This is an optimization exercise on Yosys and OpenROAD, whose aim is small area, a short achievable clock period and few clock cycles per item, not a production implementation. The RTL was checked by simulation tests, not by an equivalence proof against the original design. Power figures rest on the tool's default switching activity, not on a simulated workload.

==> flow/design.v <==
module gt06_rx (
    input  wire        clk,
    input  wire        rst,
    input  wire        lenient,
    input  wire        in_valid,
    output wire        in_ready,
    input  wire [7:0]  in_data,
    output reg         rec_valid,
    input  wire        rec_ready,
    output reg  [2:0]  rec_type,
    output reg  [15:0] rec_data
);
    localparam [2:0] R_NOISE  = 3'd1,
                     R_BADLEN = 3'd2,
                     R_BADEND = 3'd3,
                     R_CRCERR = 3'd4,
                     R_HDR    = 3'd5;    
    localparam [2:0] S_SEEK0 = 3'd0,     
                     S_SEEK1 = 3'd1,     
                     S_GETL  = 3'd2,     
                     S_BODY  = 3'd3,     
                     S_E0    = 3'd4,     
                     S_E1    = 3'd5;     
    localparam QD = 4;                   
    reg [7:0] mem [0:255];
    reg [8:0] tail;                      
    reg [8:0] head;                      
    reg [7:0] rp;                        
    reg       rdy;
    reg [7:0] sb;                        
    reg       sb_v;
    reg [7:0] ib;                        
    reg       ib_v;
    assign in_ready = rdy;
    wire acc = in_valid & rdy;
    reg [2:0]  sst;
    reg        resc;                     
    reg [7:0]  rb;                       
    reg        rb_v;
    reg [8:0]  sp;                       
    reg [7:0]  len;
    reg [7:0]  cnt;                      
    reg [15:0] fcs;
    reg        crc_hi_ok;                
    reg [7:0]  e0;
    reg        crc_ok;
    reg        len_q;                    
    reg        crc_told;                 
    reg [8:0]  cand;                     
    reg [18:0] q [0:QD-1];
    reg [1:0]  qw, qr;
    reg [2:0]  qn;
    reg [2:0]  fn;                       
    reg        e_act;
    reg        e_first;
    reg [7:0]  e_cnt;
    wire [7:0] rd = mem[rp];
    function [15:0] crc_byte;
        input [15:0] f;
        input [7:0]  b;
        integer k;
        begin
            crc_byte = f ^ {8'h00, b};
            for (k = 0; k < 8; k = k + 1)
                crc_byte = crc_byte[0] ? ((crc_byte >> 1) ^ 16'h8408) : (crc_byte >> 1);
        end
    endfunction
    wire [7:0] b   = resc ? rb : sb;
    wire       bv  = resc ? rb_v : sb_v;
    wire full   = (tail[7:0] == head[7:0]) && (tail[8] != head[8]);
    wire q_full = qn[2];
    reg        want_push;
    reg [18:0] push_rec;
    reg        want_store;
    reg        take;                     
    reg        redo;                     
    reg [2:0]  sst_n;
    reg        is_frame;
    wire [15:0] fcs_n = crc_byte((sst == S_GETL) ? 16'hFFFF : fcs, b);
    wire        b78   = (b == 8'h78);
    always @(*) begin
        want_push  = 1'b0;
        push_rec   = {R_NOISE, 8'h00, b};
        want_store = 1'b0;
        take       = 1'b1;
        redo       = 1'b0;
        sst_n      = sst;
        is_frame   = 1'b0;
        case (sst)
            S_SEEK0: begin
                if (b78)
                    sst_n = S_SEEK1;
                else
                    want_push = 1'b1;
            end
            S_SEEK1: begin
                if (b78)
                    sst_n = S_GETL;
                else begin
                    want_push = 1'b1;
                    push_rec  = {R_NOISE, 16'h0078};
                    take      = 1'b0;
                    sst_n     = S_SEEK0;
                end
            end
            S_GETL: begin
                if (b < 8'd3) begin
                    want_push = 1'b1;
                    push_rec  = {R_BADLEN, 8'h00, b};
                    take      = 1'b0;
                    sst_n     = S_SEEK0;
                end else
                    sst_n = S_BODY;
            end
            S_BODY: begin
                want_store = 1'b1;
                if (cnt == 8'd1)
                    sst_n = S_E0;
            end
            S_E0: begin
                want_store = 1'b1;
                sst_n      = S_E1;
            end
            default: begin   
                if (e0 != 8'h0D || b != 8'h0A) begin
                    want_push = 1'b1;
                    push_rec  = {R_BADEND, e0, b};
                    take      = 1'b0;
                    redo      = 1'b1;
                    sst_n     = S_SEEK0;
                end else if (!crc_ok && !crc_told) begin
                    want_push = 1'b1;
                    push_rec  = {R_CRCERR, ~fcs};
                    take      = !len_q;
                    sst_n     = len_q ? S_E1 : S_SEEK0;
                end else begin
                    want_push = 1'b1;
                    push_rec  = {R_HDR, len, cand[7:0]};
                    is_frame  = 1'b1;
                    sst_n     = S_SEEK0;
                end
            end
        endcase
    end
    wire store = want_store & ~resc;
    wire go    = bv & ~(want_push & q_full) & ~(store & full);
    wire push  = go & want_push;
    wire cons  = go & take;              
    reg         o_vn;
    reg  [2:0]  o_tn;
    reg  [15:0] o_dn;
    wire        oload  = o_vn | rec_ready;
    wire [18:0] qh     = q[qr];
    wire        q_emp  = (qn == 3'd0);
    wire        pop    = ~e_act & ~q_emp & oload;
    wire        pop_fr = pop & (qh[18:16] == R_HDR);
    wire        e_step = e_act & oload;
    wire        e_last = e_step & (e_cnt == 8'd1);
    wire s_need = resc & (~rb_v | (cons & ~redo));
    wire s_more = (sp != tail);
    wire s_load = s_need & s_more & ~e_act;
    reg         nv;
    reg  [2:0]  nt;
    reg  [15:0] nd;
    always @(*) begin
        nv = ~o_vn;
        nt = ~o_tn;
        nd = ~o_dn;
        if (pop) begin
            if (pop_fr) begin
                nv        = 1'b0;
                nd[15:8]  = qh[15:8];            
            end else begin
                nv        = 1'b1;
                nt        = qh[18:16];
                nd        = qh[15:0];
            end
        end else if (e_step) begin
            if (e_first) begin
                nv        = 1'b1;
                nt        = 3'd5;
                nd[7:0]   = rd;
            end else if (e_cnt == 8'd2) begin
                nv        = 1'b0;
                nd[15:8]  = rd;                  
            end else if (e_cnt == 8'd1) begin
                nv        = 1'b1;
                nt        = 3'd7;
                nd[7:0]   = rd;
            end else begin
                nv        = 1'b1;
                nt        = 3'd6;
                nd        = {8'h00, rd};
            end
        end else if (oload)
            nv = 1'b0;
    end
    always @(posedge clk) begin
        if (!full)
            mem[tail[7:0]] <= sb;
    end
    wire [8:0] qh_pos = {head[8] ^ (qh[7:0] < head[7:0]), qh[7:0]};
    wire [8:0] keep   = (sst == S_BODY || sst == S_E0 || sst == S_E1) ? cand :
                        (resc ? sp : tail);
    always @(posedge clk)
        len_q <= lenient;
    always @(posedge clk) begin
        o_tn     <= ~nt;
        o_dn     <= ~nd;
        rec_type <= nt;
        rec_data <= nd;
    end
    always @(posedge clk) begin
        if (rst) begin
            rdy       <= 1'b1;
            sb_v      <= 1'b0;
            ib_v      <= 1'b0;
            sst       <= S_SEEK0;
            resc      <= 1'b0;
            rb_v      <= 1'b0;
            crc_told  <= 1'b0;
            tail      <= 9'd0;
            head      <= 9'd0;
            qw        <= 2'd0;
            qr        <= 2'd0;
            qn        <= 3'd0;
            fn        <= 3'd0;
            e_act     <= 1'b0;
            rec_valid <= 1'b0;
            o_vn      <= 1'b1;
        end else begin
            if (sb_v & ~(cons & ~resc)) begin
                if (acc) begin
                    ib   <= in_data;
                    ib_v <= 1'b1;
                end
            end else if (ib_v) begin
                sb   <= ib;
                sb_v <= 1'b1;
                ib_v <= 1'b0;
            end else begin
                sb   <= in_data;
                sb_v <= acc;
            end
            if (ib_v)
                rdy <= ~ib_v | (cons & ~resc);
            else
                rdy <= ~(acc & sb_v & ~(cons & ~resc));
            if (go) begin
                sst <= sst_n;
                case (sst)
                    S_GETL: begin
                        len  <= b;
                        cnt  <= b;
                        fcs  <= fcs_n;
                        cand <= resc ? sp : tail;
                    end
                    S_BODY: begin
                        cnt <= cnt - 8'd1;
                        if (cnt > 8'd2)
                            fcs <= fcs_n;
                        if (cnt == 8'd2)
                            crc_hi_ok <= (~fcs[15:8] == b);
                        if (cnt == 8'd1)
                            crc_ok <= crc_hi_ok & (~fcs[7:0] == b);
                    end
                    S_E0: e0 <= b;
                    default: ;
                endcase
                crc_told <= (sst == S_E1) && (sst_n == S_E1);
                if (store)
                    tail <= tail + 9'd1;
            end
            if (go & redo) begin
                resc <= 1'b1;
                rb   <= len;
                rb_v <= 1'b1;
                sp   <= cand;
            end else if (resc) begin
                if (s_load) begin
                    rb   <= rd;
                    rb_v <= 1'b1;
                    sp   <= sp + 9'd1;
                end else if (cons)
                    rb_v <= 1'b0;
                if ((~rb_v | cons) & ~s_more)
                    resc <= 1'b0;
            end
            if (push) begin
                q[qw] <= push_rec;
                qw    <= qw + 2'd1;
            end
            if (pop)
                qr <= qr + 2'd1;
            qn <= qn + {2'd0, push} - {2'd0, pop};
            fn <= fn + {2'd0, push & is_frame} - {2'd0, pop_fr};
            o_vn      <= ~nv;
            rec_valid <= nv;
            if (e_step & e_last)
                e_act <= 1'b0;
            else if (pop_fr)
                e_act <= 1'b1;
            if (pop_fr) begin
                e_first <= 1'b1;
                e_cnt   <= qh[15:8];
            end else if (e_step) begin
                e_first <= 1'b0;
                e_cnt   <= e_cnt - 8'd1;
            end
            if (pop_fr)
                rp <= qh[7:0];
            else if (e_act & ~e_last)
                rp <= rp + {7'd0, e_step};
            else if (go & redo)
                rp <= cand[7:0];
            else
                rp <= s_load ? sp[7:0] + 8'd1 : sp[7:0];
            if (pop_fr)
                head <= qh_pos;
            else if (~e_act & (fn == 3'd0) & ~(push & is_frame))
                head <= keep;
        end
    end
endmodule
clock: 13.0 ns
lec_check: 0
cap_margin: 20
core_margin: 2
core_utilization: 65
cts_cluster_diameter: 100
cts_cluster_size: 28
slew_margin: 20
standard.sh (not shown) runs the stock make flow with config.mk's settings and CLKGATE_MAP_FILE= SYNTH_SCRIPT=/design/flow/synth_recipe.tcl, a recipe that flattens the netlist after the stock synthesis.
==> flow/flow/run.sh <==
#!/bin/bash
# The standard layout, with repair_timing asked for extra setup slack so that
# the layout closes well below the design's clock period (which is unchanged).
set -euo pipefail
bash standard.sh SETUP_SLACK_MARGIN=9.5 finish > make_finish.log 2>&1
Testbench counts at the start, summed over its fixed seeds: cycles 11,599, bytes 11,304.
Rerun with:
==> flow/flow/run.sh (replaced) <==
#!/bin/bash
# The standard layout, with repair_timing asked for extra setup slack so that
# the layout closes well below the design's clock period (which is unchanged).
set -euo pipefail
bash standard.sh SETUP_SLACK_MARGIN=9.3 finish > make_finish.log 2>&1
--- a/flow/config.mk
+++ b/flow/config.mk
@@ -8,6 +8,6 @@
 export CAP_MARGIN = 20
 export CORE_MARGIN = 2
-export CORE_UTILIZATION = 65
+export CORE_UTILIZATION = 70
 export CTS_CLUSTER_DIAMETER = 100
-export CTS_CLUSTER_SIZE = 28
+export CTS_CLUSTER_SIZE = 30
 export SLEW_MARGIN = 20
The changed run finished with timing, DRC and antenna clean.
First-iteration DRC count goes up by roughly a tenth.
Count of clock-buffer cells in the layout goes down by 6.
Maximum frequency barely changes.
Rerun with:
--- a/flow/config.mk
+++ b/flow/config.mk
@@ -8,6 +8,6 @@
 export CAP_MARGIN = 20
 export CORE_MARGIN = 2
-export CORE_UTILIZATION = 70
-export CTS_CLUSTER_DIAMETER = 100
+export CORE_UTILIZATION = 65
+export CTS_CLUSTER_DIAMETER = 80
 export CTS_CLUSTER_SIZE = 30
 export SLEW_MARGIN = 20
Outcome:
- The new run finished clean
- via count came out lower slightly
- register-to-register slack is worse by 170 ps
- die area grows by a little under a tenth
- worst hold slack got worse by 8.4 ps
- design area increases slightly
- maximum frequency is lower by a few percent
- cell count increases by a few percent
- sequential power went down slightly
Rerun with:
==> flow/flow/run.sh (replaced) <==
#!/bin/bash
# The standard layout, with repair_timing asked for extra setup slack so that
# the layout closes well below the design's clock period (which is unchanged).
set -euo pipefail
bash standard.sh SETUP_SLACK_MARGIN=8.9 finish > make_finish.log 2>&1
--- a/flow/config.mk
+++ b/flow/config.mk
@@ -9,5 +9,5 @@
 export CORE_MARGIN = 2
 export CORE_UTILIZATION = 65
-export CTS_CLUSTER_DIAMETER = 80
+export CTS_CLUSTER_DIAMETER = 60
 export CTS_CLUSTER_SIZE = 30
 export SLEW_MARGIN = 20
The changed run finished with timing, DRC and antenna clean.
Sequential share of layout area shrinks by 0.49 points.
Clock-buffer cell count rises by 53.
Power climbs by a few percent.
Maximum frequency went down by a few percent.
Non-clock buffer count went down by 50.

what the ideal ports hide:
Ports are ideal in the flow. The routed layouts listed here were re-timed in OpenROAD. Step 1 (the two cells are an assumption about what drives the block):
set clk [get_ports {clk}]
set_driving_cell -lib_cell sky130_fd_sc_hd__clkbuf_16 $clk
set_driving_cell -lib_cell sky130_fd_sc_hd__buf_2 [delete_from_list [all_inputs] $clk]
Step 2 also shifts input and output timing later by t, the mid clock arrival at the registers, as if the neighbouring blocks saw the same clock. a / b / c = ideal / step 1 / step 2; a / b = the first two.
| run | shift t [ns] | slack for setup (ns) | worst slew at a driven data input, ns | cell pins on the clock port's net |
|---|---|---|---|---|
| the first run | 0.831 | 9.183 / 9.096 / 8.425 | 0.05 | 1 |
| the second run | 0.822 | 9.176 / 9.094 / 8.452 | 0.05 | 1 |
| the third run | 0.833 | 9.062 / 9.062 / 8.484 | 0.05 | 1 |
| the fourth run | 0.877 | 8.954 / 8.879 / 8.152 | 0.04 | 1 |
After both steps setup and hold are still met in every run listed. For the fourth run, which loses most, drivers alone change the setup slack by -0.075 ns; drivers and shift together by -0.802 ns.
